This design comes from an exercise in tuning for small area on the open sky130 flow, not from production work.
Where RTL was checked, it was by simulation tests only, not by an equivalence proof against the original.
Function not checked in runs 2 and 3: the RTL went through the layout flow alone.
Power and IR drop assume default switching activity.

`flow/design.v`:
```
module bang_channel #(
    parameter CAP = 32                      
) (
    input  wire        clk,
    input  wire        rst,                 
    input  wire        tick,                
    input  wire        rx_in,               
    input  wire        rx_en_in,            
    output reg         tx_out,              
    output reg         tx_en,               
    output wire        tx_oe,               
    input  wire        cmd_valid,
    input  wire [7:0]  cmd_data,
    output wire        cmd_ready,
    output reg         resp_valid,
    output reg  [7:0]  resp_data,
    output wire [15:0] status
);
    localparam MAXPAY = CAP - 2;            
    localparam [3:0] S_NOTINIT  = 4'd0,  S_READY    = 4'd1,
                     S_RX_START = 4'd2,  S_RX_CHAR  = 4'd3,
                     S_RX_ACK   = 4'd4,  S_RX_CHK   = 4'd5,
                     S_RX_ABORT = 4'd6,  S_RX_ERR   = 4'd7,
                     S_RX_DONE  = 4'd8,  S_TX_START = 4'd9,
                     S_TX_CHAR  = 4'd10, S_TX_END   = 4'd11,
                     S_TX_ACK   = 4'd12, S_TX_ERR   = 4'd13,
                     S_TX_DONE  = 4'd14;
    localparam [2:0] H_IDLE   = 3'd0, H_LEN  = 3'd1, H_PAY = 3'd2,
                     H_COMMIT = 3'd3, H_STAT = 3'd4, H_GET = 3'd5;
    reg [3:0]    state;
    reg [2:0]    tis;               
    reg          tx_ready;
    reg [4:0]    rx_len;
    reg [6:0]    rx_sh;             
    reg [7:0]    acc;               
    reg [7:0]    rx_buf [0:MAXPAY-1];
    reg [7:0]    tx_buf [1:MAXPAY];
    reg [4:0]    tx_first;          
    reg [4:0]    tcb;               
    reg [2:0]    hstate;
    reg          put_zero;          
    reg          put_long;          
    reg [7:0]    cnt;               
    reg [4:0]    ptr;               
    reg [7:0]    pend [1:MAXPAY];
    wire initialized    = (state != S_NOTINIT);
    wire tx_in_progress = state[3] & (state[2] | state[1] | state[0]);
    wire put_wait       = (hstate == H_COMMIT);
    assign status    = {3'b000, rx_len, put_wait, tx_in_progress, tx_ready, initialized, state};
    assign tx_oe     = initialized;
    assign cmd_ready = (hstate == H_IDLE) || (hstate == H_LEN) || (hstate == H_PAY);
    wire cmd_fire = cmd_valid && cmd_ready;
    reg        tx_bit;
    integer k;
    always @* begin
        tx_bit = acc[7] & (tcb == 5'd0);
        for (k = 1; k <= MAXPAY; k = k + 1)
            tx_bit = tx_bit | (tx_buf[k][tis] & (tcb == k));
    end
    reg  [7:0] rx_rd;
    integer m;
    always @* begin
        rx_rd = 8'h00;
        for (m = 0; m < MAXPAY; m = m + 1)
            rx_rd = rx_rd | (rx_buf[m] & {8{ptr == m}});
    end
    wire h_idle = (hstate == H_IDLE);
    wire h_len  = (hstate == H_LEN);
    wire h_pay  = (hstate == H_PAY);
    wire put_end      = cmd_fire && ((h_len && cmd_data == 8'd0) || (h_pay && cnt == 8'd1));
    wire put_zero_all = put_zero || (h_pay && cmd_data == 8'd0);
    wire put_too_long = h_pay && put_long;
    wire put_ok       = initialized && !put_too_long && !put_zero_all;
    wire do_commit  = put_wait && !tx_in_progress;
    wire do_begin   = cmd_fire && h_idle && (cmd_data == 8'h01) && !initialized;
    wire do_get     = cmd_fire && h_idle && (cmd_data == 8'h04) && (state == S_RX_DONE);
    wire do_issue   = put_end && put_ok;
    wire tick_step  = tick && initialized;
    wire rx_done_msg = (state == S_RX_DONE) && (rx_len != 5'd0);
    wire [7:0] rx_byte = {rx_in, rx_sh};
    wire rx_wr = tick_step && (state == S_RX_CHAR) && rx_en_in && (tis == 3'd7);
    wire pay_wr = cmd_fire && h_pay;
    integer i;
    always @(posedge clk) begin
        if (rx_wr)
            for (i = 0; i < MAXPAY; i = i + 1)
                if (rx_len == i)
                    rx_buf[i] <= rx_byte;
        if (pay_wr) begin
            pend[1] <= cmd_data;
            for (i = 2; i <= MAXPAY; i = i + 1)
                pend[i] <= pend[i - 1];
        end
        if (do_commit)
            for (i = 1; i <= MAXPAY; i = i + 1)
                tx_buf[i] <= pend[i];
        if (tick)
            rx_sh <= {rx_in, rx_sh[6:1]};
    end
    always @(posedge clk) begin
        if (rst) begin
            state    <= S_NOTINIT;
            tis      <= 3'd0;
            tx_ready <= 1'b0;
            rx_len   <= 5'd0;
            tx_out   <= 1'b0;
            tx_en    <= 1'b0;
        end else begin
            if (tick_step) begin
                case (state)
                S_READY: begin
                    tis <= 3'd0;
                    if (rx_en_in && rx_in) begin
                        tx_out <= 1'b1; tx_en <= 1'b0;
                        state <= S_RX_START;
                    end else if (!rx_en_in && tx_ready) begin
                        tx_out <= 1'b1; tx_en <= 1'b1;
                        state <= S_TX_START; tis <= 3'd4;
                    end else begin
                        tx_out <= 1'b0; tx_en <= 1'b0;
                    end
                end
                S_RX_START: begin
                    if (!rx_en_in || rx_in != tis[0]) begin
                        tx_out <= 1'b0; tx_en <= 1'b0;
                        state <= S_RX_ABORT; tis <= 3'd0;
                    end else begin
                        tx_out <= tis[0]; tx_en <= 1'b0;
                        tis <= tis + 3'd1;
                        if (tis[1:0] == 2'd3) begin
                            state <= S_RX_CHAR; tis <= 3'd0;
                        end
                    end
                end
                S_RX_CHAR: begin
                    if (rx_en_in) begin
                        if (tis == 3'd7 && rx_len == 5'd31) begin
                            tx_out <= 1'b0; tx_en <= 1'b0;
                            state <= S_RX_ABORT; tis <= 3'd0;
                        end else begin
                            if (tis == 3'd7)
                                rx_len <= rx_len + 5'd1;
                            tx_out <= 1'b1; tx_en <= 1'b0;
                            tis <= tis + 3'd1;
                        end
                    end else begin
                        tis <= 3'd0;
                        if (tis == 3'd0 && rx_in) begin
                            tx_out <= 1'b1; tx_en <= 1'b0;
                            state <= S_RX_ACK;
                        end else begin
                            tx_out <= 1'b0; tx_en <= 1'b0;
                            state <= S_RX_ERR;
                        end
                    end
                end
                S_RX_ACK: begin
                    if (rx_en_in) begin
                        tx_out <= 1'b0; tx_en <= 1'b0;
                        state <= S_RX_ABORT; tis <= 3'd0;
                    end else if (rx_in != tis[0]) begin
                        tx_out <= 1'b0; tx_en <= 1'b0;
                        state <= S_RX_ERR; tis <= 3'd0;
                    end else begin
                        tx_out <= tis[0]; tx_en <= 1'b0;
                        tis <= tis + 3'd1;
                        if (tis[1:0] == 2'd2) begin
                            state <= S_RX_CHK; tis <= 3'd0;
                        end
                    end
                end
                S_RX_CHK: begin
                    tx_out <= 1'b0; tx_en <= 1'b0;
                    tis <= 3'd0;
                    if (rx_len[4:1] == 4'd0 || acc != 8'd0) begin
                        state <= S_RX_ERR;
                    end else begin
                        rx_len <= rx_len - 5'd1;
                        state <= S_RX_DONE;
                    end
                end
                S_RX_ABORT, S_RX_ERR: begin
                    rx_len <= 5'd0;
                    tx_out <= 1'b0; tx_en <= 1'b0;
                    state <= S_READY; tis <= 3'd0;
                end
                S_RX_DONE: begin
                    tx_out <= 1'b0; tx_en <= 1'b0;
                    tis <= 3'd0;
                    if (rx_len == 5'd0 && !rx_en_in)
                        state <= S_READY;
                end
                S_TX_START: begin
                    if (rx_en_in || rx_in == tis[0]) begin
                        tx_out <= 1'b0; tx_en <= 1'b0;
                        state <= S_READY; tis <= 3'd0;
                    end else if (tis != 3'd0) begin
                        tx_out <= tis[0]; tx_en <= 1'b1;
                        tis <= tis + 3'd1;
                    end else begin
                        tx_out <= tx_bit; tx_en <= 1'b1;
                        state <= S_TX_CHAR; tis <= 3'd1;
                    end
                end
                S_TX_CHAR: begin
                    if (rx_en_in) begin
                        tx_out <= 1'b0; tx_en <= 1'b0;
                        state <= S_READY; tis <= 3'd0;
                    end else if (!rx_in) begin
                        tx_out <= 1'b0; tx_en <= 1'b0;
                        state <= S_TX_ERR; tis <= 3'd0;
                    end else begin
                        tx_out <= tx_bit; tx_en <= 1'b1;
                        tis <= tis + 3'd1;
                        if (tcb == 5'd0 && tis == 3'd7) begin
                            state <= S_TX_END; tis <= 3'd0;
                        end
                    end
                end
                S_TX_END: begin
                    tx_out <= 1'b1; tx_en <= 1'b0;
                    state <= S_TX_ACK; tis <= 3'd0;
                end
                S_TX_ACK: begin
                    if (rx_en_in || rx_in == tis[0]) begin
                        tx_out <= 1'b0; tx_en <= 1'b0;
                        state <= S_TX_ERR; tis <= 3'd0;
                    end else if (tis[1:0] != 2'd3) begin
                        tx_out <= tis[0]; tx_en <= 1'b0;
                        tis <= tis + 3'd1;
                    end else begin
                        tx_out <= 1'b0; tx_en <= 1'b0;
                        state <= S_TX_DONE; tis <= 3'd0;
                    end
                end
                S_TX_ERR: begin
                    tx_out <= 1'b0; tx_en <= 1'b0;
                    state <= S_READY; tis <= 3'd0;
                end
                S_TX_DONE: begin
                    tx_ready <= 1'b0;
                    tx_out <= 1'b0; tx_en <= 1'b0;
                    state <= S_READY; tis <= 3'd0;
                end
                default: ;
                endcase
            end
            if (do_begin) begin
                state    <= S_READY;
                tis      <= 3'd0;
                rx_len   <= 5'd0;
                tx_ready <= 1'b0;
                tx_out   <= 1'b0;
                tx_en    <= 1'b0;
            end
            if (do_get)
                rx_len <= 5'd0;
            if (do_issue)
                tx_ready <= 1'b0;
            if (do_commit)
                tx_ready <= 1'b1;
        end
    end
    wire acc_in = (state == S_RX_CHAR) ? rx_in : tx_bit;
    always @(posedge clk) begin
        if (tick && state == S_READY) begin
            tcb <= tx_first;
            acc <= 8'd0;
        end else begin
            if (tick && state == S_TX_CHAR && tis == 3'd7)
                tcb <= tcb - 5'd1;
            if (tick && ((state == S_RX_CHAR && rx_en_in) || (state == S_TX_START && tis == 3'd0) || state == S_TX_CHAR))
                acc <= {acc[6:0], acc[7] ^ acc_in};
        end
        if (do_commit)
            tx_first <= ptr;
    end
    always @(posedge clk) begin
        if (rst) begin
            hstate     <= H_IDLE;
            resp_valid <= 1'b0;
            put_zero   <= 1'b0;
        end else begin
            resp_valid <= 1'b0;
            case (hstate)
            H_IDLE: if (cmd_fire) begin
                case (cmd_data)
                8'h01: begin                                    
                    resp_valid <= 1'b1;
                    resp_data  <= initialized ? 8'h01 : 8'h00;
                end
                8'h02: hstate <= H_LEN;                         
                8'h03: begin                                    
                    resp_valid <= 1'b1;
                    resp_data  <= rx_done_msg ? 8'h01 : 8'h00;
                end
                8'h04: begin                                    
                    resp_valid <= 1'b1;
                    resp_data  <= (state == S_RX_DONE) ? {3'b000, rx_len} : 8'h00;
                    cnt        <= {3'b000, rx_len};
                    ptr        <= 5'd0;
                    if (rx_done_msg)
                        hstate <= H_GET;
                end
                8'h05: begin                                    
                    resp_valid <= 1'b1;
                    resp_data  <= status[7:0];
                    cnt        <= status[15:8];
                    hstate     <= H_STAT;
                end
                default: begin                                  
                    resp_valid <= 1'b1;
                    resp_data  <= 8'hFF;
                end
                endcase
            end
            H_LEN: if (cmd_fire) begin
                cnt      <= cmd_data;
                ptr      <= cmd_data[4:0];
                put_long <= (cmd_data > MAXPAY);
                put_zero <= 1'b0;
                if (cmd_data != 8'd0)
                    hstate <= H_PAY;
            end
            H_PAY: if (cmd_fire) begin
                if (cmd_data == 8'd0)
                    put_zero <= 1'b1;
                cnt <= cnt - 8'd1;
            end
            H_COMMIT: if (do_commit) begin
                resp_valid <= 1'b1;
                resp_data  <= 8'h00;
                hstate     <= H_IDLE;
            end
            H_STAT: begin
                resp_valid <= 1'b1;
                resp_data  <= cnt;
                hstate     <= H_IDLE;
            end
            H_GET: begin
                resp_valid <= 1'b1;
                resp_data  <= rx_rd;
                ptr        <= ptr + 5'd1;
                cnt        <= cnt - 8'd1;
                if (cnt == 8'd1)
                    hstate <= H_IDLE;
            end
            default: hstate <= H_IDLE;
            endcase
            if (put_end) begin
                if (put_ok) begin
                    hstate <= H_COMMIT;
                end else begin
                    hstate     <= H_IDLE;
                    resp_valid <= 1'b1;
                    resp_data  <= !initialized ? 8'h02 :
                                  put_too_long ? 8'h03 : 8'h04;
                end
            end
        end
    end
endmodule
```
`flow/run.sh`:
```
#!/bin/bash
# synth_recipe.tcl (not shown) runs the flow's synth.tcl, then flattens the netlist and writes it again
# the make line also repeats each setting of config.mk as NAME=value (left out here)
make -C /OpenROAD-flow-scripts/flow DESIGN_CONFIG=/design/flow/config.mk WORK_HOME=/design/flow/orfs CLKGATE_MAP_FILE= SYNTH_SCRIPT=/design/flow/synth_recipe.tcl finish
```
`flow/config.mk`:
```
export PLATFORM = sky130hd
export DESIGN_NAME = bang_channel
export DESIGN_NICKNAME = bang_channel
export VERILOG_FILES = /design/flow/design.v
export SDC_FILE = /design/flow/constraint.sdc
export NUM_CORES = 4
export LEC_CHECK = 0
export CAP_MARGIN = 20
export CORE_MARGIN = 2
export CORE_UTILIZATION = 30
export SLEW_MARGIN = 20
```
`flow/constraint.sdc`:
```
create_clock -name core_clock -period 10.0 [get_ports {clk}]
set_input_delay 2.0000 -clock core_clock [delete_from_list [all_inputs] [get_ports {clk}]]
set_output_delay 2.0000 -clock core_clock [all_outputs]
set_load 0.01 [all_outputs]
```
==> results of run 1 <==
[layer usage]
| metal | vias up | global-route usage [%] | part of all wire [%] |
|---|---|---|---|
| met3 | 181 | 3.773 | 8.8 |
| met5 | - | 0 | 0.020 |
| met1 | 8561 | 19.06 | 41 |
| li1 | 7243 | - | - |
| met2 | 775 | 22.58 | 47 |
| met4 | 4 | 5.846 | 4.1 |
[final cells by class]
cell class	count	area, µm²
Clock inverter	54	539.3
Timing Repair Buffer	73	685.7
Multi-Input combinational cell	873	6492
Inverter	26	97.59
Tap cell	1298	1624
Clock buffer	88	1968
Antenna cell	1	2.502
Fill cell	9428	65380
Sequential cell	787	23360
[worst min path at each step]
stage                                to  slack (ns)
after floorplan           tx_buf[30][0]        0.40
after CTS                 tx_buf[30][2]        0.42
after global placement    tx_buf[30][4]        0.40
final                     tx_buf[30][2]        0.42
after detailed placement  tx_buf[30][2]        0.40
after global routing      tx_buf[30][2]        0.43
[report_power, final]
part	switching, µW	total [µW]	internal, µW	leakage, µW
clock	1270	2870	1600	0.00123
combinational	69.3	103	34.2	0.00241
sequential	12.7	3610	3590	0.00706
[metrics by stage]
step                power [µW]  setup WS, ns  instance area, µm²  std cells  util (%)
finish                    6578         5.178               34770       3200     34.72
global route              6769         5.084               34770       3199     34.72
CTS                       6637         5.170               34760       3199     34.71
detailed placement        3780         4.795               32260       3057     32.21
global placement          3778         4.870               32230       3055     32.18
floorplan                 3727         1.474               30350       1774         -
[placed cells by master (no fill, tap or decap), types with 21 or more instances in the layout]
master and n:
sky130_fd_sc_hd__a22oi_1 53, sky130_fd_sc_hd__o21ai_0 37, sky130_fd_sc_hd__buf_4 30, sky130_fd_sc_hd__and2_1 22, sky130_fd_sc_hd__nand2b_1 21, sky130_fd_sc_hd__ha_1 27
sky130_fd_sc_hd__mux4_2 45, sky130_fd_sc_hd__a21oi_1 57, sky130_fd_sc_hd__clkinv_2 21, sky130_fd_sc_hd__nand2_1 89, sky130_fd_sc_hd__a221oi_1 28, sky130_fd_sc_hd__dfxtp_1 25
sky130_fd_sc_hd__nor2b_1 27, sky130_fd_sc_hd__edfxtp_1 759, sky130_fd_sc_hd__nor2_1 120, sky130_fd_sc_hd__a22o_1 26, sky130_fd_sc_hd__mux2i_1 27, sky130_fd_sc_hd__clkbuf_16 77
sky130_fd_sc_hd__clkdlybuf4s50_1 39, sky130_fd_sc_hd__nor3_1 22, sky130_fd_sc_hd__nand4_1 29, sky130_fd_sc_hd__nand3_1 31, sky130_fd_sc_hd__inv_1 26
[sequential cells by signal, indices dropped and copies added, names as in the netlist, 7 cells and up]
| register | count |
|---|---|
| acc | 8 |
| resp_data | 8 |
| rx_sh | 7 |
| rx_buf | 240 |
| tx_buf | 240 |
| cnt | 8 |
| pend | 240 |
[cells by family (layout without fill, tap and decap cells)]
kind of cell | count (synthesis) | count (layout)
fa+ha+maj | 27 | 27
buf+inv | 114 | 241
simple gates | 432 | 432
other cells | 1 | 4
xor+xnor | 12 | 12
compound gates | 311 | 311
mux | 88 | 88
flops | 787 | 787
==> flow_summary.html, run 1 <==
<table>
<tr><th>Metric</th><th>Value</th></tr>
<tr><th colspan="2">Route</th></tr>
<tr><td>Vias per std cell</td><td>5.239</td></tr>
<tr><td>Antenna viol nets, final</td><td>0</td></tr>
<tr><td>WL per Instance</td><td>23.83 µm</td></tr>
<tr><td>Number of vias in the routed layout</td><td>around 17000</td></tr>
<tr><td>Total DRC errors in the routed layout</td><td>0</td></tr>
<tr><td>Number of detailed-routing iterations run before antenna repair</td><td>7</td></tr>
<tr><td>Iteration-0 DRC Markers</td><td>~2300</td></tr>
<tr><td>Final WL</td><td>around 76000 µm</td></tr>
<tr><th colspan="2">STA</th></tr>
<tr><td>Final setup violation count</td><td>0</td></tr>
<tr><td>Setup Skew</td><td>0.04016 ns</td></tr>
<tr><td>Count of final max-slew check failures</td><td>0</td></tr>
<tr><td>Final Hold Slack</td><td>0.4187 ns</td></tr>
<tr><td>Final Hold Fails</td><td>0</td></tr>
<tr><td>Worst Tran Pin Value</td><td>1.137 ns</td></tr>
<tr><td>Remaining max-slew budget at the tightest pin</td><td>24.22%</td></tr>
<tr><td>Final critical-path required period</td><td>4.822 ns</td></tr>
<tr><td>Period utilisation layout</td><td>48.22%</td></tr>
<tr><td>Post-Route Setup TNS</td><td>0 ns</td></tr>
<tr><td>Unrepaired setup endpoints after global routing</td><td>false</td></tr>
<tr><td>Fmax</td><td>207.4 MHz</td></tr>
<tr><th colspan="2">Synth</th></tr>
<tr><td>Synth area leaders</td><td>sky130_fd_sc_hd__edfxtp_1 (75%), sky130_fd_sc_hd__mux4_2 (3.3%), sky130_fd_sc_hd__dfxtp_1 (1.8%)</td></tr>
<tr><td>Library cell with the highest instance count after synthesis</td><td>sky130_fd_sc_hd__edfxtp_1</td></tr>
<tr><td>Warnings, synthesis</td><td>4</td></tr>
<tr><td>Top cells by count, synth</td><td>sky130_fd_sc_hd__edfxtp_1 (759), sky130_fd_sc_hd__nor2_1 (120), sky130_fd_sc_hd__nand2_1 (89)</td></tr>
<tr><td>Register bit total from synthesis</td><td>787</td></tr>
<tr><td>Post-synth EDFFs</td><td>759</td></tr>
<tr><td>Area fraction in and, or, nand and nor cells after synthesis</td><td>7.236%</td></tr>
<tr><td>Post-synthesis cell type count</td><td>77</td></tr>
<tr><td>Post-synth top flop</td><td>sky130_fd_sc_hd__edfxtp_1</td></tr>
<tr><td>Share of the synthesized area in compound gates (AO/OA/AOI/OAI)</td><td>between 7 and 8%</td></tr>
<tr><td>Sequential element share of the synthesized area</td><td>76.99%</td></tr>
<tr><td>Largest family of logic cells by synthesized area</td><td>compound AO/OA/AOI/OAI gates</td></tr>
<tr><td>Synth Instances</td><td>1772</td></tr>
<tr><td>Mux contribution to synthesized area</td><td>5.223%</td></tr>
<tr><td>Area fraction of the dominant cell type after synthesis</td><td>roughly three quarters</td></tr>
<tr><td>Post-synth ARST share</td><td>0%</td></tr>
<tr><td>Post-synth top area cell</td><td>sky130_fd_sc_hd__edfxtp_1</td></tr>
<tr><td>Post-synthesis average cell area</td><td>17.12 µm²</td></tr>
<tr><td>Post-Synthesis Cell Area</td><td>30330 µm²</td></tr>
<tr><td>Adder-cell share of the synthesized area</td><td>1.114%</td></tr>
<tr><td>Xor/xnor cell area share of the yosys netlist</td><td>0.3465%</td></tr>
<tr><th colspan="2">Setup path</th></tr>
<tr><td>Start of the worst register-to-register path</td><td>ptr[0]</td></tr>
<tr><td>Crit-path max FO</td><td>7</td></tr>
<tr><td>Critical path launch point</td><td>state[1]</td></tr>
<tr><td>CP Class</td><td>flop to primary output</td></tr>
<tr><td>Largest stage delay on the critical path</td><td>0.60 ns</td></tr>
<tr><td>Number of gates on the worst path with buffers counted</td><td>4</td></tr>
<tr><td>Required time of the critical path</td><td>8.00 ns</td></tr>
<tr><td>Startpoint Class</td><td>flop</td></tr>
<tr><td>Family with the most delay on the worst path</td><td>buffers and inverters</td></tr>
<tr><td>Arr. time, crit path</td><td>~2.8 ns</td></tr>
<tr><td>Worst path buffer plus inverter count</td><td>2</td></tr>
<tr><td>End point of the critical path</td><td>tx_oe</td></tr>
<tr><td>Worst-case reg-to-reg path depth</td><td>9</td></tr>
<tr><td>Capture instance of the worst register-to-register path</td><td>resp_data[0]</td></tr>
<tr><td>Crit. End Element</td><td>primary output</td></tr>
<tr><td>FF-to-FF setup slack</td><td>a little under 6 ns</td></tr>
<tr><td>Cell with the biggest individual delay on the critical path</td><td>sky130_fd_sc_hd__clkdlybuf4s50_1</td></tr>
<tr><td>Cell chain of the critical path</td><td>or2_2 &gt; nor3_1 &gt; inv_1 &gt; clkdlybuf4s50_1</td></tr>
<tr><th colspan="2">Placement</th></tr>
<tr><td>Input/output buffers</td><td>39</td></tr>
<tr><td>HPWL after detailed placement</td><td>49760 µm</td></tr>
<tr><td>Final estimated routing congestion in global placement</td><td>0.9932</td></tr>
<tr><th colspan="2">CTS</th></tr>
<tr><td>Total CTS buffers</td><td>77</td></tr>
<tr><td>Clock sink count</td><td>787</td></tr>
<tr><td>Clock latency on the worst-skew pair</td><td>0.65 ns</td></tr>
<tr><td>Largest buffer count on any clock path</td><td>3</td></tr>
<tr><td>TritonCTS clock tree</td><td>yes</td></tr>
<tr><td>Number of hold buffers added after cts</td><td>0</td></tr>
<tr><td>Register clock-pin slew on the reported worst setup and hold paths</td><td>~0.060 ns</td></tr>
<tr><td>Htree depth</td><td>3</td></tr>
<tr><td>Post-CTS setup repair buffer count</td><td>0</td></tr>
<tr><td>Cell at the root of the clock tree</td><td>sky130_fd_sc_hd__clkbuf_16</td></tr>
<tr><td>Resized Gates After CTS</td><td>0</td></tr>
<tr><th colspan="2">GRT</th></tr>
<tr><td>Congestion Overflow GR</td><td>0</td></tr>
<tr><td>Maximum number of pins on one net before global-route repair</td><td>roughly 170</td></tr>
<tr><td>Initial antenna violation count</td><td>4</td></tr>
<tr><td>Global router's overall resource usage</td><td>14.42%</td></tr>
<tr><td>Via count of the first global-routing pass</td><td>between 15000 and 20000</td></tr>
<tr><td>Global-route wire length before repair</td><td>110800 µm</td></tr>
<tr><th colspan="2">Worst hold path</th></tr>
<tr><td>Min-Delay Path Class</td><td>flop to flop</td></tr>
<tr><td>Min-Delay Path Depth</td><td>0</td></tr>
<tr><td>Critical hold path startpoint</td><td>pend[30][2]</td></tr>
<tr><th colspan="2">Power and ir drop</th></tr>
<tr><td>Power density over cell area</td><td>189.2 nW/µm²</td></tr>
<tr><td>Pleak</td><td>~0.011 µW</td></tr>
<tr><td>VDD IR max</td><td>approximately 140 µV</td></tr>
<tr><th colspan="2">Floorplan</th></tr>
<tr><td>Core footprint</td><td>between 100000 and 150000 µm²</td></tr>
<tr><td># IOs</td><td>43</td></tr>
<tr><td>Chip Height</td><td>322.0 µm</td></tr>
<tr><td>Width of the die</td><td>~320 µm</td></tr>
<tr><td>Full die area</td><td>103700 µm²</td></tr>
<tr><td>Row count</td><td>116</td></tr>
<tr><td>Effective utilization at floorplan</td><td>30.29%</td></tr>
<tr><th colspan="2">Outcome</th></tr>
<tr><td>Result of the run</td><td>timing/DRC/antenna clean</td></tr>
<tr><th colspan="2">Final layout</th></tr>
<tr><td>Fraction of layout cells with a size suffix above 1</td><td>11.68%</td></tr>
<tr><td>Nets@finish</td><td>1879</td></tr>
<tr><td>Synthesis-to-finish area growth</td><td>14.64%</td></tr>
<tr><th colspan="2">Job</th></tr>
<tr><td>Count of max-cap constraint violations</td><td>0</td></tr>
</table>
==> run 2: changes to the inputs <==
--- a/flow/design.v
+++ b/flow/design.v
@@ -32,5 +32,4 @@
     reg          tx_ready;
     reg [4:0]    rx_len;
-    reg [6:0]    rx_sh;             
     reg [7:0]    acc;               
     reg [7:0]    rx_buf [0:MAXPAY-1];
@@ -51,18 +50,23 @@
     assign cmd_ready = (hstate == H_IDLE) || (hstate == H_LEN) || (hstate == H_PAY);
     wire cmd_fire = cmd_valid && cmd_ready;
-    reg        tx_bit;
-    integer k;
-    always @* begin
-        tx_bit = acc[7] & (tcb == 5'd0);
-        for (k = 1; k <= MAXPAY; k = k + 1)
-            tx_bit = tx_bit | (tx_buf[k][tis] & (tcb == k));
-    end
-    reg  [7:0] rx_rd;
-    integer m;
-    always @* begin
-        rx_rd = 8'h00;
-        for (m = 0; m < MAXPAY; m = m + 1)
-            rx_rd = rx_rd | (rx_buf[m] & {8{ptr == m}});
-    end
+    wire [MAXPAY-1:0] tx_sel, rx_sel;
+    wire [7:0]        tx_byte, rx_rd;
+    genvar gk, gb;
+    generate
+        for (gk = 0; gk < MAXPAY; gk = gk + 1) begin : g_sel
+            assign tx_sel[gk] = (tcb == gk + 1);
+            assign rx_sel[gk] = (ptr == gk);
+        end
+        for (gb = 0; gb < 8; gb = gb + 1) begin : g_rd
+            wire [MAXPAY-1:0] tx_col, rx_col;
+            for (gk = 0; gk < MAXPAY; gk = gk + 1) begin : g_col
+                assign tx_col[gk] = tx_buf[gk + 1][gb];
+                assign rx_col[gk] = rx_buf[gk][gb];
+            end
+            bang_aor #(.N(MAXPAY)) u_tx (.d(tx_col), .s(tx_sel), .y(tx_byte[gb]));
+            bang_aor #(.N(MAXPAY)) u_rx (.d(rx_col), .s(rx_sel), .y(rx_rd[gb]));
+        end
+    endgenerate
+    wire tx_bit = (tcb == 5'd0) ? acc[7] : tx_byte[tis];
     wire h_idle = (hstate == H_IDLE);
     wire h_len  = (hstate == H_LEN);
@@ -78,6 +82,5 @@
     wire tick_step  = tick && initialized;
     wire rx_done_msg = (state == S_RX_DONE) && (rx_len != 5'd0);
-    wire [7:0] rx_byte = {rx_in, rx_sh};
-    wire rx_wr = tick_step && (state == S_RX_CHAR) && rx_en_in && (tis == 3'd7);
+    wire rx_wr = tick && (state == S_RX_CHAR) && rx_en_in;
     wire pay_wr = cmd_fire && h_pay;
     integer i;
@@ -86,5 +89,5 @@
             for (i = 0; i < MAXPAY; i = i + 1)
                 if (rx_len == i)
-                    rx_buf[i] <= rx_byte;
+                    rx_buf[i] <= {rx_in, rx_buf[i][7:1]};
         if (pay_wr) begin
             pend[1] <= cmd_data;
@@ -95,6 +98,4 @@
             for (i = 1; i <= MAXPAY; i = i + 1)
                 tx_buf[i] <= pend[i];
-        if (tick)
-            rx_sh <= {rx_in, rx_sh[6:1]};
     end
     always @(posedge clk) begin
@@ -107,5 +108,5 @@
             tx_en    <= 1'b0;
         end else begin
-            if (tick_step) begin
+            if (tick) begin
                 case (state)
                 S_READY: begin
@@ -285,62 +286,29 @@
             case (hstate)
             H_IDLE: if (cmd_fire) begin
-                case (cmd_data)
-                8'h01: begin                                    
-                    resp_valid <= 1'b1;
-                    resp_data  <= initialized ? 8'h01 : 8'h00;
-                end
-                8'h02: hstate <= H_LEN;                         
-                8'h03: begin                                    
-                    resp_valid <= 1'b1;
-                    resp_data  <= rx_done_msg ? 8'h01 : 8'h00;
-                end
-                8'h04: begin                                    
-                    resp_valid <= 1'b1;
-                    resp_data  <= (state == S_RX_DONE) ? {3'b000, rx_len} : 8'h00;
-                    cnt        <= {3'b000, rx_len};
-                    ptr        <= 5'd0;
-                    if (rx_done_msg)
-                        hstate <= H_GET;
-                end
-                8'h05: begin                                    
-                    resp_valid <= 1'b1;
-                    resp_data  <= status[7:0];
-                    cnt        <= status[15:8];
-                    hstate     <= H_STAT;
-                end
-                default: begin                                  
-                    resp_valid <= 1'b1;
-                    resp_data  <= 8'hFF;
-                end
-                endcase
+                resp_valid <= (cmd_data != 8'h02);
+                if (cmd_data == 8'h02)
+                    hstate <= H_LEN;
+                if (cmd_data == 8'h04 && rx_done_msg)
+                    hstate <= H_GET;
+                if (cmd_data == 8'h05)
+                    hstate <= H_STAT;
             end
             H_LEN: if (cmd_fire) begin
-                cnt      <= cmd_data;
-                ptr      <= cmd_data[4:0];
-                put_long <= (cmd_data > MAXPAY);
                 put_zero <= 1'b0;
                 if (cmd_data != 8'd0)
                     hstate <= H_PAY;
             end
-            H_PAY: if (cmd_fire) begin
-                if (cmd_data == 8'd0)
-                    put_zero <= 1'b1;
-                cnt <= cnt - 8'd1;
-            end
+            H_PAY: if (cmd_fire && cmd_data == 8'd0)
+                put_zero <= 1'b1;
             H_COMMIT: if (do_commit) begin
                 resp_valid <= 1'b1;
-                resp_data  <= 8'h00;
                 hstate     <= H_IDLE;
             end
             H_STAT: begin
                 resp_valid <= 1'b1;
-                resp_data  <= cnt;
                 hstate     <= H_IDLE;
             end
             H_GET: begin
                 resp_valid <= 1'b1;
-                resp_data  <= rx_rd;
-                ptr        <= ptr + 5'd1;
-                cnt        <= cnt - 8'd1;
                 if (cnt == 8'd1)
                     hstate <= H_IDLE;
@@ -349,14 +317,52 @@
             endcase
             if (put_end) begin
-                if (put_ok) begin
-                    hstate <= H_COMMIT;
-                end else begin
-                    hstate     <= H_IDLE;
-                    resp_valid <= 1'b1;
-                    resp_data  <= !initialized ? 8'h02 :
-                                  put_too_long ? 8'h03 : 8'h04;
-                end
+                hstate     <= put_ok ? H_COMMIT : H_IDLE;
+                resp_valid <= !put_ok;
             end
         end
     end
+    always @(posedge clk) begin
+        case (hstate)
+        H_IDLE: begin
+            case (cmd_data)
+            8'h01:   resp_data <= {7'd0, initialized};                        
+            8'h03:   resp_data <= {7'd0, rx_done_msg};                        
+            8'h04:   resp_data <= (state == S_RX_DONE) ? {3'd0, rx_len} : 8'h00;  
+            8'h05:   resp_data <= status[7:0];                                
+            default: resp_data <= 8'hFF;                                      
+            endcase
+            cnt <= {3'd0, rx_len};
+            ptr <= 5'd0;
+        end
+        H_LEN: begin
+            resp_data <= initialized ? 8'h04 : 8'h02;
+            cnt       <= cmd_data;
+            ptr       <= cmd_data[4:0];
+            put_long  <= (cmd_data > MAXPAY);
+        end
+        H_PAY: begin
+            resp_data <= !initialized ? 8'h02 : put_long ? 8'h03 : 8'h04;
+            if (cmd_fire)
+                cnt <= cnt - 8'd1;
+        end
+        H_STAT:
+            resp_data <= cnt;
+        H_GET: begin
+            resp_data <= rx_rd;
+            ptr       <= ptr + 5'd1;
+            cnt       <= cnt - 8'd1;
+        end
+        default:
+            resp_data <= 8'h00;
+        endcase
+    end
+endmodule
+module bang_aor #(
+    parameter N = 30
+) (
+    input  wire [N-1:0] d,
+    input  wire [N-1:0] s,
+    output wire         y
+);
+    assign y = |(d & s);
 endmodule
--- a/flow/config.mk
+++ b/flow/config.mk
@@ -9,3 +9,6 @@
 export CORE_MARGIN = 2
 export CORE_UTILIZATION = 30
+export CTS_BUF_LIST = sky130_fd_sc_hd__clkbuf_8
 export SLEW_MARGIN = 20
+export SYNTH_HIERARCHICAL = 1
+export SYNTH_MINIMUM_KEEP_SIZE = 0
==> flow_summary.html, run 2 <==
<table>
<tr><th>Metric</th><th>Value</th></tr>
<tr><th colspan="2">Outcome</th></tr>
<tr><td>Result of the run</td><td>timing/DRC/antenna clean</td></tr>
<tr><th colspan="2">Power and ir drop</th></tr>
<tr><td>Sequential cell fraction of total power</td><td>55.2% (+0.4 points)</td></tr>
<tr><td>Cell internal power dissipation</td><td>4902 µW (-6.2%)</td></tr>
<tr><td>Combinational fraction of design power</td><td>7.6% (+6.0 points)</td></tr>
<tr><td>VDD IR max</td><td>121.3 µV (-13%)</td></tr>
<tr><td>Pleak</td><td>0.01053 µW (-1.6%)</td></tr>
<tr><td>Power density over cell area</td><td>194.7 nW/µm² (+2.9%)</td></tr>
<tr><td>Final total power</td><td>6518 µW (-0.91%)</td></tr>
<tr><td>Portion of total power attributed to the clock network</td><td>37.2% (-6.4 points)</td></tr>
<tr><td>Switching power</td><td>1616 µW (+19%)</td></tr>
<tr><td>Switching fraction of total power</td><td>24.79% (+4.2 points)</td></tr>
<tr><th colspan="2">GRT</th></tr>
<tr><td>GR Util met1</td><td>18.59% (-0.47 points)</td></tr>
<tr><td>Initial antenna violation count</td><td>5 (+1)</td></tr>
<tr><td>Global-route wire length before repair</td><td>104200 µm (-5.9%)</td></tr>
<tr><td>Maximum number of pins on one net before global-route repair</td><td>105 (-40%)</td></tr>
<tr><td>GR met2 Demand/Resource</td><td>21.70% (-0.88 points)</td></tr>
<tr><td>Busiest metal layer after global routing</td><td>met2</td></tr>
<tr><td>Via count of the first global-routing pass</td><td>16570 (+0.11%)</td></tr>
<tr><td>Congestion Overflow GR</td><td>0 (unchanged)</td></tr>
<tr><td>Global router's overall resource usage</td><td>13.93% (-0.49 points)</td></tr>
<tr><td>Met3 Resource Use GR</td><td>4.158% (+0.39 points)</td></tr>
<tr><th colspan="2">CTS</th></tr>
<tr><td>Register clock-pin slew on the reported worst setup and hold paths</td><td>0.07 ns (about the same)</td></tr>
<tr><td>Largest buffer count on any clock path</td><td>3 (unchanged)</td></tr>
<tr><td>TritonCTS clock tree</td><td>yes</td></tr>
<tr><td>Htree depth</td><td>3 (unchanged)</td></tr>
<tr><td>Cell at the root of the clock tree</td><td>sky130_fd_sc_hd__clkbuf_8</td></tr>
<tr><td>Clock latency on the worst-skew pair</td><td>0.77 ns (+0.12 ns)</td></tr>
<tr><td>Total CTS buffers</td><td>120 (+56%)</td></tr>
<tr><td>Number of hold buffers added after cts</td><td>0 (unchanged)</td></tr>
<tr><td>Resized Gates After CTS</td><td>0 (unchanged)</td></tr>
<tr><td>Clock sink count</td><td>780 (-0.89%)</td></tr>
<tr><td>Post-CTS setup repair buffer count</td><td>0 (unchanged)</td></tr>
<tr><th colspan="2">Setup path</th></tr>
<tr><td>Arr. time, crit path</td><td>3.14 ns (+0.32 ns)</td></tr>
<tr><td>Crit. End Element</td><td>primary output</td></tr>
<tr><td>Start of the worst register-to-register path</td><td>hstate[1]</td></tr>
<tr><td>Worst-case reg-to-reg path depth</td><td>5 (-4)</td></tr>
<tr><td>Crit-path max FO</td><td>25 (+18)</td></tr>
<tr><td>CP Class</td><td>flop to primary output</td></tr>
<tr><td>Required time of the critical path</td><td>8.00 ns (about the same)</td></tr>
<tr><td>Capture instance of the worst register-to-register path</td><td>tx_buf[3][3]</td></tr>
<tr><td>Startpoint Class</td><td>flop</td></tr>
<tr><td>FF-to-FF setup slack</td><td>5.94 ns (+0.17 ns)</td></tr>
<tr><th colspan="2">Route</th></tr>
<tr><td>Antenna viol nets, final</td><td>0 (unchanged)</td></tr>
<tr><td>Total DRC errors in the routed layout</td><td>0 (unchanged)</td></tr>
<tr><td>Number of vias in the routed layout</td><td>16460 (-1.8%)</td></tr>
<tr><td>Iteration-0 DRC Markers</td><td>1750 (-24%)</td></tr>
<tr><td>WL per Instance</td><td>21.89 µm (-8.1%)</td></tr>
<tr><td>Final WL</td><td>71120 µm (-6.7%)</td></tr>
<tr><td>Number of detailed-routing iterations run before antenna repair</td><td>7 (unchanged)</td></tr>
<tr><td>Vias per std cell</td><td>5.065 (-3.3%)</td></tr>
<tr><th colspan="2">Floorplan</th></tr>
<tr><td>Core footprint</td><td>96570 µm² (-3.6%)</td></tr>
<tr><td>Chip Height</td><td>315.9 µm (-1.9%)</td></tr>
<tr><td>Effective utilization at floorplan</td><td>30.22% (-0.061 points)</td></tr>
<tr><td>Width of the die</td><td>315.9 µm (-1.9%)</td></tr>
<tr><td>Row count</td><td>114 (-1.7%)</td></tr>
<tr><td># IOs</td><td>43 (unchanged)</td></tr>
<tr><td>Full die area</td><td>99800 µm² (-3.7%)</td></tr>
<tr><th colspan="2">Synth</th></tr>
<tr><td>Synth Instances</td><td>1721 (-2.9%)</td></tr>
<tr><td>Sequential element share of the synthesized area</td><td>79.02% (+2.0 points)</td></tr>
<tr><td>Post-synth top area cell</td><td>sky130_fd_sc_hd__edfxtp_1</td></tr>
<tr><td>Area fraction of the dominant cell type after synthesis</td><td>76.55% (+1.4 points)</td></tr>
<tr><td>Synth area leaders</td><td>sky130_fd_sc_hd__edfxtp_1 (77%), sky130_fd_sc_hd__a22oi_1 (6.0%), sky130_fd_sc_hd__dfxtp_1 (2.5%)</td></tr>
<tr><td>Register bit total from synthesis</td><td>780 (-0.89%)</td></tr>
<tr><td>Post-synth EDFFs</td><td>744 (-2.0%)</td></tr>
<tr><td>Top cells by count, synth</td><td>sky130_fd_sc_hd__edfxtp_1 (744), sky130_fd_sc_hd__a22oi_1 (232), sky130_fd_sc_hd__nor2_1 (140)</td></tr>
<tr><td>Library cell with the highest instance count after synthesis</td><td>sky130_fd_sc_hd__edfxtp_1</td></tr>
<tr><td>Post-synthesis average cell area</td><td>16.96 µm² (-0.92%)</td></tr>
<tr><td>Post-synth top flop</td><td>sky130_fd_sc_hd__edfxtp_1</td></tr>
<tr><td>Post-synth ARST share</td><td>0% (unchanged)</td></tr>
<tr><td>Post-Synthesis Cell Area</td><td>29190 µm² (-3.8%)</td></tr>
<tr><td>Warnings, synthesis</td><td>10 (+6)</td></tr>
<tr><td>Post-synthesis cell type count</td><td>87 (+13%)</td></tr>
<tr><th colspan="2">Placement</th></tr>
<tr><td>Final estimated routing congestion in global placement</td><td>0.9122 (-8.2%)</td></tr>
<tr><td>Placed Cells incl. Taps</td><td>3024 (-1.1%)</td></tr>
<tr><td>HPWL after detailed placement</td><td>46840 µm (-5.9%)</td></tr>
<tr><td>Area post-placement</td><td>31240 µm² (-3.2%)</td></tr>
<tr><td>Input/output buffers</td><td>39 (unchanged)</td></tr>
<tr><th colspan="2">Final layout</th></tr>
<tr><td>Most frequent cells in the layout</td><td>sky130_fd_sc_hd__edfxtp_1 (744), sky130_fd_sc_hd__a22oi_1 (232), sky130_fd_sc_hd__nor2_1 (136)</td></tr>
<tr><td>Post-layout util</td><td>34.66% (-0.059 points)</td></tr>
<tr><td>Number of filler cells placed in the layout</td><td>9093 (-3.6%)</td></tr>
<tr><td>Multi-input combinational cell area</td><td>5794 µm² (-11%)</td></tr>
<tr><td>Area used by sequential logic in the layout</td><td>23060 µm² (-1.3%)</td></tr>
<tr><td>Biggest regs</td><td>pend x240, rx_buf x240, tx_buf x240</td></tr>
<tr><td>Synthesis-to-finish area growth</td><td>14.68% (about the same)</td></tr>
<tr><td>Most common cell after layout, fill and taps aside</td><td>sky130_fd_sc_hd__edfxtp_1</td></tr>
<tr><td>Nets@finish</td><td>1911 (+1.7%)</td></tr>
<tr><td>Fraction of layout cells with a size suffix above 1</td><td>11.77% (+0.093 points)</td></tr>
<tr><td>Final Instance Count excl. Fillers</td><td>3249 (+1.5%)</td></tr>
<tr><td>Layout Cell Area excl Fill</td><td>33470 µm² (-3.7%)</td></tr>
<tr><th colspan="2">Worst hold path</th></tr>
<tr><td>Hold worst-path end</td><td>tx_buf[30][4]</td></tr>
<tr><td>Min-Delay Path Class</td><td>flop to flop</td></tr>
<tr><td>Min-Delay Path Depth</td><td>0 (unchanged)</td></tr>
<tr><td>Critical hold path startpoint</td><td>pend[30][4]</td></tr>
<tr><th colspan="2">STA</th></tr>
<tr><td>Post-Route Setup TNS</td><td>0 ns (unchanged)</td></tr>
<tr><td>Worst Tran Pin Value</td><td>1.259 ns (+0.1221 ns)</td></tr>
<tr><td>Count of final max-slew check failures</td><td>0 (unchanged)</td></tr>
<tr><td>Fmax</td><td>194.7 MHz (-6.1%)</td></tr>
<tr><td>Final critical-path required period</td><td>5.136 ns (+0.3135 ns)</td></tr>
<tr><td>Remaining max-slew budget at the tightest pin</td><td>15.77% (-8.5 points)</td></tr>
<tr><td>Period utilisation layout</td><td>51.36% (+3.1 points)</td></tr>
<tr><td>Unrepaired setup endpoints after global routing</td><td>false</td></tr>
<tr><td>Final Hold Fails</td><td>0 (unchanged)</td></tr>
<tr><td>Final setup violation count</td><td>0 (unchanged)</td></tr>
<tr><td>Setup Skew</td><td>0.09966 ns (+0.05950 ns)</td></tr>
<tr><th colspan="2">Job</th></tr>
<tr><td>Count of max-cap constraint violations</td><td>0 (unchanged)</td></tr>
</table>
[run 2: changes by cell type after synthesis, moves of 15 or more]
| cell | change |
|---|---|
| sky130_fd_sc_hd__a22oi_1 | +179 |
| sky130_fd_sc_hd__mux4_2 | -43 |
| sky130_fd_sc_hd__a21oi_1 | -19 |
| sky130_fd_sc_hd__edfxtp_1 | -15 |
| sky130_fd_sc_hd__nor2_1 | +20 |
| sky130_fd_sc_hd__clkbuf_1 | -35 |
| sky130_fd_sc_hd__nand2_1 | -19 |
| sky130_fd_sc_hd__a22oi_2 | +16 |
| sky130_fd_sc_hd__and2_1 | -18 |
| sky130_fd_sc_hd__a22o_1 | -25 |
| sky130_fd_sc_hd__a221oi_1 | -23 |
| sky130_fd_sc_hd__nor3_1 | -17 |
| sky130_fd_sc_hd__nand4_1 | +26 |
[run 2: metal layers]
metal	wire length (µm)	up-vias
li1	-	7281
met1	29920	8279
met2	32520	741
met3	6647	147
met4	1992	8
met5	45	-
[run 2: stage by stage]
stage	hold WS, ns	setup WS (ns)
floorplan	0.4003	2.626
global placement	0.4066	5.050
detailed placement	0.4057	4.966
CTS	0.3584	4.866
global route	0.3744	4.761
finish	0.3645	4.864
[run 2: final cells by class]
type | instances | share of cell area [%]
flip-flops and latches | 780 | 68.90
multi-input cells | 867 | 17.31
clock buffers | 120 | 4.934
well taps | 1276 | 4.770
repair buffers | 75 | 2.019
clock inverters | 103 | 1.708
inverters | 26 | 0.3402
diodes | 2 | 0.01495
[run 2: worst max-delay path: stages (launching register included)]
cell and delay [ns]:
sky130_fd_sc_hd__dfxtp_1 0.91, sky130_fd_sc_hd__nand2b_1 0.20, sky130_fd_sc_hd__nor2_1 0.61, sky130_fd_sc_hd__clkdlybuf4s50_1 0.68
[run 2: logic make-up (layout without fill, tap and decap cells)]
logic type	count (synthesis)	count (layout)	share of synthesized area (%)
flops	780	780	79.02
fa+ha+maj	27	27	1.157
compound gates	391	391	9.941
xor+xnor	11	11	0.3301
other cells	1	5	0.01285
buf+inv	76	324	1.209
mux	24	24	0.9345
simple gates	411	411	7.399
[run 2: worst max path at each step]
stage               startpoint         to  slack [ns]
floorplan            cmd_valid   put_zero        2.63
global placement         rx_in   state[3]        5.05
detailed placement       rx_in   state[3]        4.97
CTS                  hstate[1]  status[7]        4.87
global route         hstate[1]  status[7]        4.76
finish               hstate[1]  status[7]        4.86
[run 2: power by group through the flow]
stage	combinational (µW)	sequential [µW]	clock, µW
3_3_place_gp	488	3660	0
5_1_grt	533	3600	2650
3_5_place_dp	492	3660	0
2_1_floorplan	317	3650	0
4_1_cts	494	3590	2490
6_report	498	3600	2420
==> run 3: changes to the inputs <==
--- a/flow/config.mk
+++ b/flow/config.mk
@@ -8,6 +8,6 @@
 export CAP_MARGIN = 20
 export CORE_MARGIN = 2
-export CORE_UTILIZATION = 30
-export CTS_BUF_LIST = sky130_fd_sc_hd__clkbuf_8
+export CORE_UTILIZATION = 55
+export CTS_BUF_LIST = sky130_fd_sc_hd__clkbuf_4
 export SLEW_MARGIN = 20
 export SYNTH_HIERARCHICAL = 1
==> flow_summary.html, run 3 <==
<table>
<tr><th>Metric</th><th>Value</th></tr>
<tr><th colspan="2">Floorplan</th></tr>
<tr><td>Width of the die</td><td>234.4 µm (-26%)</td></tr>
<tr><td>Full die area</td><td>54920 µm² (-45%)</td></tr>
<tr><td>Effective utilization at floorplan</td><td>55.54% (+25 points)</td></tr>
<tr><td># IOs</td><td>43 (unchanged)</td></tr>
<tr><td>Core footprint</td><td>52550 µm² (-46%)</td></tr>
<tr><td>Chip Height</td><td>234.4 µm (-26%)</td></tr>
<tr><td>Row count</td><td>84 (-26%)</td></tr>
<tr><th colspan="2">CTS</th></tr>
<tr><td>Clock sink count</td><td>780 (unchanged)</td></tr>
<tr><td>Largest buffer count on any clock path</td><td>3 (unchanged)</td></tr>
<tr><td>Cell at the root of the clock tree</td><td>sky130_fd_sc_hd__clkbuf_4</td></tr>
<tr><td>Total CTS buffers</td><td>192 (+60%)</td></tr>
<tr><td>Resized Gates After CTS</td><td>0 (unchanged)</td></tr>
<tr><td>Clock latency on the worst-skew pair</td><td>1.03 ns (+0.26 ns)</td></tr>
<tr><td>Register clock-pin slew on the reported worst setup and hold paths</td><td>0.07 ns (about the same)</td></tr>
<tr><td>Post-CTS setup repair buffer count</td><td>0 (unchanged)</td></tr>
<tr><td>Number of hold buffers added after cts</td><td>0 (unchanged)</td></tr>
<tr><td>Htree depth</td><td>4 (+1)</td></tr>
<tr><td>TritonCTS clock tree</td><td>yes</td></tr>
<tr><th colspan="2">Synth</th></tr>
<tr><td>Register bit total from synthesis</td><td>780 (unchanged)</td></tr>
<tr><td>Sequential element share of the synthesized area</td><td>79.02% (unchanged)</td></tr>
<tr><td>Synth area leaders</td><td>sky130_fd_sc_hd__edfxtp_1 (77%), sky130_fd_sc_hd__a22oi_1 (6.0%), sky130_fd_sc_hd__dfxtp_1 (2.5%)</td></tr>
<tr><td>Post-synthesis average cell area</td><td>16.96 µm² (unchanged)</td></tr>
<tr><td>Area fraction of the dominant cell type after synthesis</td><td>76.55% (unchanged)</td></tr>
<tr><td>Warnings, synthesis</td><td>10 (unchanged)</td></tr>
<tr><td>Top cells by count, synth</td><td>sky130_fd_sc_hd__edfxtp_1 (744), sky130_fd_sc_hd__a22oi_1 (232), sky130_fd_sc_hd__nor2_1 (140)</td></tr>
<tr><td>Library cell with the highest instance count after synthesis</td><td>sky130_fd_sc_hd__edfxtp_1</td></tr>
<tr><td>Post-synthesis cell type count</td><td>87 (unchanged)</td></tr>
<tr><td>Post-synth top flop</td><td>sky130_fd_sc_hd__edfxtp_1</td></tr>
<tr><td>Post-Synthesis Cell Area</td><td>29190 µm² (unchanged)</td></tr>
<tr><td>Post-synth top area cell</td><td>sky130_fd_sc_hd__edfxtp_1</td></tr>
<tr><td>Post-synth EDFFs</td><td>744 (unchanged)</td></tr>
<tr><td>Synth Instances</td><td>1721 (unchanged)</td></tr>
<tr><td>Post-synth ARST share</td><td>0% (unchanged)</td></tr>
<tr><th colspan="2">Setup path</th></tr>
<tr><td>Crit. End Element</td><td>primary output</td></tr>
<tr><td>Arr. time, crit path</td><td>3.00 ns (-0.14 ns)</td></tr>
<tr><td>Startpoint Class</td><td>flop</td></tr>
<tr><td>Crit-path max FO</td><td>28 (+12%)</td></tr>
<tr><td>Required time of the critical path</td><td>8.00 ns (about the same)</td></tr>
<tr><td>CP Class</td><td>flop to primary output</td></tr>
<tr><th colspan="2">STA</th></tr>
<tr><td>Final setup violation count</td><td>0 (unchanged)</td></tr>
<tr><td>Final critical-path required period</td><td>5.004 ns (-0.1317 ns)</td></tr>
<tr><td>Remaining max-slew budget at the tightest pin</td><td>25.11% (+9.3 points)</td></tr>
<tr><td>Worst Tran Pin Value</td><td>1.122 ns (-0.1366 ns)</td></tr>
<tr><td>Final Hold Fails</td><td>0 (unchanged)</td></tr>
<tr><td>Setup Skew</td><td>0.08586 ns (-0.01380 ns)</td></tr>
<tr><td>Count of final max-slew check failures</td><td>0 (unchanged)</td></tr>
<tr><td>Fmax</td><td>199.8 MHz (+2.6%)</td></tr>
<tr><td>Post-Route Setup TNS</td><td>0 ns (unchanged)</td></tr>
<tr><td>Unrepaired setup endpoints after global routing</td><td>false</td></tr>
<tr><td>Period utilisation layout</td><td>50.04% (-1.3 points)</td></tr>
<tr><th colspan="2">Final layout</th></tr>
<tr><td>Synthesis-to-finish area growth</td><td>12.75%</td></tr>
<tr><td>Area used by sequential logic in the layout</td><td>23060 µm² (unchanged)</td></tr>
<tr><td>Most frequent cells in the layout</td><td>sky130_fd_sc_hd__edfxtp_1 (744), sky130_fd_sc_hd__clkbuf_4 (274), sky130_fd_sc_hd__a22oi_1 (232)</td></tr>
<tr><td>Multi-input combinational cell area</td><td>5793 µm² (about the same)</td></tr>
<tr><td>Most common cell after layout, fill and taps aside</td><td>sky130_fd_sc_hd__edfxtp_1</td></tr>
<tr><td>Nets@finish</td><td>1988 (+4.0%)</td></tr>
<tr><td>Biggest regs</td><td>pend x240, rx_buf x240, tx_buf x240</td></tr>
<tr><td>Post-layout util</td><td>62.62% (+28 points)</td></tr>
<tr><td>Number of filler cells placed in the layout</td><td>3962 (-56%)</td></tr>
<tr><td>Fraction of layout cells with a size suffix above 1</td><td>18.08% (+6.3 points)</td></tr>
<tr><th colspan="2">Power and ir drop</th></tr>
<tr><td>Power density over cell area</td><td>201.7 nW/µm² (+3.6%)</td></tr>
<tr><td>VDD IR max</td><td>152.5 µV (+26%)</td></tr>
<tr><td>Pleak</td><td>0.01067 µW (+1.3%)</td></tr>
<tr><th colspan="2">GRT</th></tr>
<tr><td>Initial antenna violation count</td><td>4 (-1)</td></tr>
<tr><td>Maximum number of pins on one net before global-route repair</td><td>133 (+27%)</td></tr>
<tr><td>Global router's overall resource usage</td><td>25.32% (+11 points)</td></tr>
<tr><td>Via count of the first global-routing pass</td><td>16940 (+2.3%)</td></tr>
<tr><td>Congestion Overflow GR</td><td>0 (unchanged)</td></tr>
<tr><td>Global-route wire length before repair</td><td>100400 µm (-3.7%)</td></tr>
<tr><th colspan="2">Route</th></tr>
<tr><td>Number of vias in the routed layout</td><td>16760 (+1.8%)</td></tr>
<tr><td>Iteration-0 DRC Markers</td><td>1690 (-3.4%)</td></tr>
<tr><td>WL per Instance</td><td>24.38 µm (+11%)</td></tr>
<tr><td>Antenna viol nets, final</td><td>0 (unchanged)</td></tr>
<tr><td>Total DRC errors in the routed layout</td><td>0 (unchanged)</td></tr>
<tr><td>Number of detailed-routing iterations run before antenna repair</td><td>8 (+1)</td></tr>
<tr><td>Vias per std cell</td><td>6.036 (+19%)</td></tr>
<tr><td>Final WL</td><td>67680 µm (-4.8%)</td></tr>
<tr><th colspan="2">Placement</th></tr>
<tr><td>Input/output buffers</td><td>39 (unchanged)</td></tr>
<tr><td>HPWL after detailed placement</td><td>43700 µm (-6.7%)</td></tr>
<tr><td>Final estimated routing congestion in global placement</td><td>0.8908 (-2.3%)</td></tr>
<tr><th colspan="2">Outcome</th></tr>
<tr><td>Result of the run</td><td>timing/DRC/antenna clean</td></tr>
<tr><th colspan="2">Worst hold path</th></tr>
<tr><td>Min-Delay Path Class</td><td>flop to flop</td></tr>
<tr><th colspan="2">Job</th></tr>
<tr><td>Count of max-cap constraint violations</td><td>0 (unchanged)</td></tr>
</table>
==> run 3: kinds of logic (layout without fill, tap and decap cells) <==
logic type,count (synthesis),in the layout,synth area share (%)
DFF,780,780,79.02
buffers and inverters,76,438,1.209
and+or+nand+nor,411,411,7.399
adders and majority gates,27,27,1.157
other,1,6,0.01285
xor gates and xnor gates,11,11,0.3301
AOI/OAI and AO/OA,391,391,9.941
muxes,24,24,0.9345
==> run 3: final cells by class <==
type,count,area share (%)
Tap cell,688,2.616
Inverter,26,0.3460
Multi-Input combinational cell,867,17.60
Clock inverter,58,0.9619
Clock buffer,274,6.250
Sequential cell,780,70.08
Antenna cell,3,0.02281
Timing Repair Buffer,80,2.122
==> run 3: worst paths after layout <==
path	startpoint	endpoint	slack, ns	cells past startpoint
worst max-delay path	state[1]	tx_oe	5.00	5
worst min-delay path	pend[30][3]	tx_buf[30][3]	0.41	0
worst max register to register	tcb[2]	acc[0]	5.83	11
worst min register to register	pend[30][3]	tx_buf[30][3]	0.41	0
==> run 3: metrics by stage <==
stage / power [µW] / area [µm²] / setup slack, ns / hold WS [ns] / cells
floorplan: 3962 / 29190 / 2.626 / 0.4003 / 1723
global placement: 4134 / 30530 / 5.178 / 0.4037 / 2441
detailed placement: 4133 / 30530 / 5.107 / 0.4045 / 2441
CTS: 6707 / 32900 / 4.878 / 0.4042 / 2773
global route: 6923 / 32910 / 4.805 / 0.4179 / 2776
finish: 6637 / 32910 / 4.996 / 0.4119 / 2776
==> run 3: per-layer routing <==
| metal | share of wire (%) | global-route usage, % | vias up | wire length (µm) |
|---|---|---|---|---|
| met3 | 6.7 | 6.870 | 107 | 4547 |
| li1 | - | - | 7557 | - |
| met4 | 2.8 | 10.06 | 0 | 1909 |
| met2 | 50 | 41.43 | 676 | 33830 |
| met1 | 40 | 32.35 | 8417 | 27400 |
| met5 | 0 | 0 | - | 0 |
==> run 3: critical path, stage by stage (launching register included) <==
cell,delay [ns]
sky130_fd_sc_hd__dfxtp_1,0.30
sky130_fd_sc_hd__buf_4,0.21
sky130_fd_sc_hd__or2_4,0.31
sky130_fd_sc_hd__nor3_2,0.34
sky130_fd_sc_hd__clkinv_2,0.27
sky130_fd_sc_hd__clkdlybuf4s50_1,0.54
==> run 3: power breakdown <==
group	switching [µW]	internal, µW
registers	24.1	3550
clock network	1230	1330
logic	308	187
total	1570	5070
==> run 4: changes to the inputs <==
--- a/flow/design.v
+++ b/flow/design.v
@@ -365,4 +365,18 @@
     output wire         y
 );
-    assign y = |(d & s);
+    wire [N/3-1:0] n;
+    genvar i;
+    generate
+        for (i = 0; i < N / 3; i = i + 1) begin : g_grp
+            bang_aoi3 u (.d(d[3*i +: 3]), .s(s[3*i +: 3]), .yn(n[i]));
+        end
+    endgenerate
+    assign y = ~&n;
+endmodule
+module bang_aoi3 (
+    input  wire [2:0] d,
+    input  wire [2:0] s,
+    output wire       yn
+);
+    assign yn = ~|(d & s);
 endmodule
--- a/flow/config.mk
+++ b/flow/config.mk
@@ -8,6 +8,8 @@
 export CAP_MARGIN = 20
 export CORE_MARGIN = 2
-export CORE_UTILIZATION = 55
-export CTS_BUF_LIST = sky130_fd_sc_hd__clkbuf_4
+export CORE_UTILIZATION = 30
+export CTS_BUF_LIST = sky130_fd_sc_hd__clkbuf_8
+export CTS_CLUSTER_DIAMETER = 50
+export CTS_CLUSTER_SIZE = 16
 export SLEW_MARGIN = 20
 export SYNTH_HIERARCHICAL = 1
==> flow_summary.html, run 4 <==
<table>
<tr><th>Metric</th><th>Value</th></tr>
<tr><th colspan="2">Synth</th></tr>
<tr><td>Post-synth EDFFs</td><td>744 (unchanged)</td></tr>
<tr><td>Top cells by count, synth</td><td>sky130_fd_sc_hd__edfxtp_1 (744), sky130_fd_sc_hd__a222oi_1 (160), sky130_fd_sc_hd__nor2_1 (140)</td></tr>
<tr><td>Register bit total from synthesis</td><td>780 (unchanged)</td></tr>
<tr><td>Synth area leaders</td><td>sky130_fd_sc_hd__edfxtp_1 (78%), sky130_fd_sc_hd__a222oi_1 (5.6%), sky130_fd_sc_hd__dfxtp_1 (2.5%)</td></tr>
<tr><td>Post-synth top area cell</td><td>sky130_fd_sc_hd__edfxtp_1</td></tr>
<tr><td>Post-synth ARST share</td><td>0% (unchanged)</td></tr>
<tr><td>Warnings, synthesis</td><td>10 (unchanged)</td></tr>
<tr><td>Sequential element share of the synthesized area</td><td>80.17% (+1.2 points)</td></tr>
<tr><td>Synth Instances</td><td>1625 (-5.6%)</td></tr>
<tr><td>Post-Synthesis Cell Area</td><td>28770 µm² (-1.4%)</td></tr>
<tr><td>Area fraction of the dominant cell type after synthesis</td><td>77.67% (+1.1 points)</td></tr>
<tr><td>Post-synthesis cell type count</td><td>87 (unchanged)</td></tr>
<tr><td>Post-synthesis average cell area</td><td>17.70 µm² (+4.4%)</td></tr>
<tr><td>Library cell with the highest instance count after synthesis</td><td>sky130_fd_sc_hd__edfxtp_1</td></tr>
<tr><td>Post-synth top flop</td><td>sky130_fd_sc_hd__edfxtp_1</td></tr>
<tr><th colspan="2">Final layout</th></tr>
<tr><td>Synthesis-to-finish area growth</td><td>10.29%</td></tr>
<tr><td>Layout Cell Area excl Fill</td><td>31730 µm² (-3.6%)</td></tr>
<tr><td>Biggest regs</td><td>pend x240, rx_buf x240, tx_buf x240</td></tr>
<tr><td>Most common cell after layout, fill and taps aside</td><td>sky130_fd_sc_hd__edfxtp_1</td></tr>
<tr><td>Number of filler cells placed in the layout</td><td>9103 (+130%)</td></tr>
<tr><td>Fraction of layout cells with a size suffix above 1</td><td>6.863% (-11 points)</td></tr>
<tr><td>Nets@finish</td><td>1734 (-13%)</td></tr>
<tr><td>Post-layout util</td><td>33.39% (-29 points)</td></tr>
<tr><td>Most frequent cells in the layout</td><td>sky130_fd_sc_hd__edfxtp_1 (744), sky130_fd_sc_hd__a222oi_1 (160), sky130_fd_sc_hd__nor2_1 (138)</td></tr>
<tr><th colspan="2">Route</th></tr>
<tr><td>Number of vias in the routed layout</td><td>15550 (-7.2%)</td></tr>
<tr><td>Antenna viol nets, final</td><td>0 (unchanged)</td></tr>
<tr><td>WL per Instance</td><td>21.27 µm (-13%)</td></tr>
<tr><td>Number of detailed-routing iterations run before antenna repair</td><td>14 (+6)</td></tr>
<tr><td>Vias per std cell</td><td>5.181 (-14%)</td></tr>
<tr><td>Iteration-0 DRC Markers</td><td>2402 (+42%)</td></tr>
<tr><td>Total DRC errors in the routed layout</td><td>0 (unchanged)</td></tr>
<tr><td>Final WL</td><td>63840 µm (-5.7%)</td></tr>
<tr><th colspan="2">CTS</th></tr>
<tr><td>Clock sink count</td><td>780 (unchanged)</td></tr>
<tr><td>Resized Gates After CTS</td><td>0 (unchanged)</td></tr>
<tr><td>Largest buffer count on any clock path</td><td>3 (unchanged)</td></tr>
<tr><td>Cell at the root of the clock tree</td><td>sky130_fd_sc_hd__clkbuf_8</td></tr>
<tr><td>Clock latency on the worst-skew pair</td><td>0.71 ns (-0.32 ns)</td></tr>
<tr><td>Number of hold buffers added after cts</td><td>0 (unchanged)</td></tr>
<tr><td>Total CTS buffers</td><td>58 (-70%)</td></tr>
<tr><td>Post-CTS setup repair buffer count</td><td>0 (unchanged)</td></tr>
<tr><td>TritonCTS clock tree</td><td>yes</td></tr>
<tr><td>Htree depth</td><td>2 (-2)</td></tr>
<tr><td>Register clock-pin slew on the reported worst setup and hold paths</td><td>0.10 ns (+0.03 ns)</td></tr>
<tr><th colspan="2">STA</th></tr>
<tr><td>Worst Tran Pin Value</td><td>1.108 ns (-0.01470 ns)</td></tr>
<tr><td>Setup Skew</td><td>0.05557 ns (-0.03029 ns)</td></tr>
<tr><td>Period utilisation layout</td><td>47.77% (-2.3 points)</td></tr>
<tr><td>Count of final max-slew check failures</td><td>0 (unchanged)</td></tr>
<tr><td>Remaining max-slew budget at the tightest pin</td><td>25.89% (+0.79 points)</td></tr>
<tr><td>Post-Route Setup TNS</td><td>0 ns (unchanged)</td></tr>
<tr><td>Fmax</td><td>209.3 MHz (+4.7%)</td></tr>
<tr><td>Final Hold Slack</td><td>0.4051 ns (-0.006821 ns)</td></tr>
<tr><td>Unrepaired setup endpoints after global routing</td><td>false</td></tr>
<tr><td>Final Hold Fails</td><td>0 (unchanged)</td></tr>
<tr><td>Final critical-path required period</td><td>4.777 ns (-0.2269 ns)</td></tr>
<tr><td>Final setup violation count</td><td>0 (unchanged)</td></tr>
<tr><th colspan="2">Job</th></tr>
<tr><td>Count of max-cap constraint violations</td><td>0 (unchanged)</td></tr>
<tr><th colspan="2">Placement</th></tr>
<tr><td>Final estimated routing congestion in global placement</td><td>0.8823 (-0.95%)</td></tr>
<tr><td>Input/output buffers</td><td>39 (unchanged)</td></tr>
<tr><td>HPWL after detailed placement</td><td>42720 µm (-2.2%)</td></tr>
<tr><td>Area post-placement</td><td>30630 µm² (+0.33%)</td></tr>
<tr><th colspan="2">Setup path</th></tr>
<tr><td>Arr. time, crit path</td><td>2.78 ns (-0.22 ns)</td></tr>
<tr><td>FF-to-FF setup slack</td><td>6.03 ns (+0.20 ns)</td></tr>
<tr><td>CP Class</td><td>flop to primary output</td></tr>
<tr><td>Startpoint Class</td><td>flop</td></tr>
<tr><td>Required time of the critical path</td><td>8.00 ns (about the same)</td></tr>
<tr><td>Crit-path max FO</td><td>28 (unchanged)</td></tr>
<tr><td>Crit. End Element</td><td>primary output</td></tr>
<tr><th colspan="2">GRT</th></tr>
<tr><td>Initial antenna violation count</td><td>8 (+4)</td></tr>
<tr><td>Global-route wire length before repair</td><td>94390 µm (-6.0%)</td></tr>
<tr><td>Via count of the first global-routing pass</td><td>15200 (-10%)</td></tr>
<tr><td>Congestion Overflow GR</td><td>0 (unchanged)</td></tr>
<tr><td>Maximum number of pins on one net before global-route repair</td><td>100 (-25%)</td></tr>
<tr><td>Global router's overall resource usage</td><td>12.47% (-13 points)</td></tr>
<tr><th colspan="2">Worst hold path</th></tr>
<tr><td>Min-Delay Path Class</td><td>flop to flop</td></tr>
<tr><th colspan="2">Power and ir drop</th></tr>
<tr><td>VDD IR max</td><td>117.2 µV (-23%)</td></tr>
<tr><td>Power density over cell area</td><td>178.5 nW/µm² (-12%)</td></tr>
<tr><td>Pleak</td><td>0.009772 µW (-8.4%)</td></tr>
<tr><td>Final total power</td><td>5662 µW (-15%)</td></tr>
<tr><th colspan="2">Outcome</th></tr>
<tr><td>Result of the run</td><td>timing/DRC/antenna clean</td></tr>
<tr><th colspan="2">Floorplan</th></tr>
<tr><td>Full die area</td><td>98380 µm² (+79%)</td></tr>
<tr><td>Effective utilization at floorplan</td><td>30.28% (-25 points)</td></tr>
<tr><td>Row count</td><td>113 (+35%)</td></tr>
<tr><td>Width of the die</td><td>313.7 µm (+34%)</td></tr>
<tr><td>Core footprint</td><td>95010 µm² (+81%)</td></tr>
<tr><td># IOs</td><td>43 (unchanged)</td></tr>
<tr><td>Chip Height</td><td>313.7 µm (+34%)</td></tr>
</table>
==> run 4: changes by cell type in the layout (fill, tap and decap cells not counted), sizes merged, moves of 24 or more <==
cell / delta
buf: -24
clkbuf: -214
clkinv: -48
inv: +35
a22oi: -240
a222oi: +160
==> run 4: logic make-up (layout without fill, tap and decap cells) <==
group,after synthesis,count (layout),share of synthesized area [%]
AO/OA/AOI/OAI,311,311,9.112
XOR/XNOR,11,11,0.3349
adder cells (fa/ha/maj),27,27,1.174
buffers and inverters,76,183,1.227
flip-flops,780,780,80.17
multiplexers,24,24,0.9482
other,1,5,0.01304
AND/OR/NAND/NOR,395,395,7.020
==> run 4: area by class of cell <==
class                           count  area, µm²  area share, %
Clock buffer                       60      825.8          2.603
Antenna cell                        2      5.005        0.01578
Inverter                           26      113.9         0.3589
Multi-Input combinational cell    771       5364          16.91
Tap cell                         1265       1583          4.989
Timing Repair Buffer               56      541.8          1.708
Sequential cell                   780      23060          72.69
Clock inverter                     41      230.2         0.7257
==> run 4: where the power goes <==
group	switching (µW)	total, µW	internal [µW]
registers	28.5	3570	3550
logic	312	495	184
clock network	1020	1590	577
==> run 4: stage by stage <==
step | setup slack [ns] | std cells
floorplan | 2.626 | 1627
global placement | 5.204 | 2897
detailed placement | 5.123 | 2897
CTS | 5.183 | 2998
global route | 5.096 | 3000
finish | 5.223 | 3001
==> run 4: Yosys stat by module (local to each module, per instance), excerpt <==
module / times used / cells inside
bang_channel: 1 / 1401
bang_aoi3: 160 / 1
==> run 4: worst max-delay path, stage by stage, from the launching register on <==
cell	delay (ns)
sky130_fd_sc_hd__dfxtp_1	0.31
sky130_fd_sc_hd__buf_4	0.21
sky130_fd_sc_hd__or2_4	0.31
sky130_fd_sc_hd__nor3_2	0.36
sky130_fd_sc_hd__clkinv_2	0.32
sky130_fd_sc_hd__clkdlybuf4s50_1	0.56
==> run 4: path summary, 6_finish.rpt <==
path                    start           to  cells past startpoint
setup / recovery     state[1]    status[4]                      5
hold / removal    pend[18][5]  pend[19][5]                      0
setup reg to reg       tcb[0]       acc[0]                     12
hold reg to reg   pend[18][5]  pend[19][5]                      0
==> run 4: metal layers <==
metal	global-route usage (%)	part of all wire [%]
met5	0	0.092
met4	3.545	2.3
met3	2.975	9.0
met2	20.07	47
met1	16.83	42

Check on run 4: ideal ports give 5.223 ns setup slack; a clkbuf_16 on the clock port and buf_2 on the inputs give 5.168 ns; moving port delays by the midpoint clock arrival (0.740 ns) as well gives 5.050 ns.
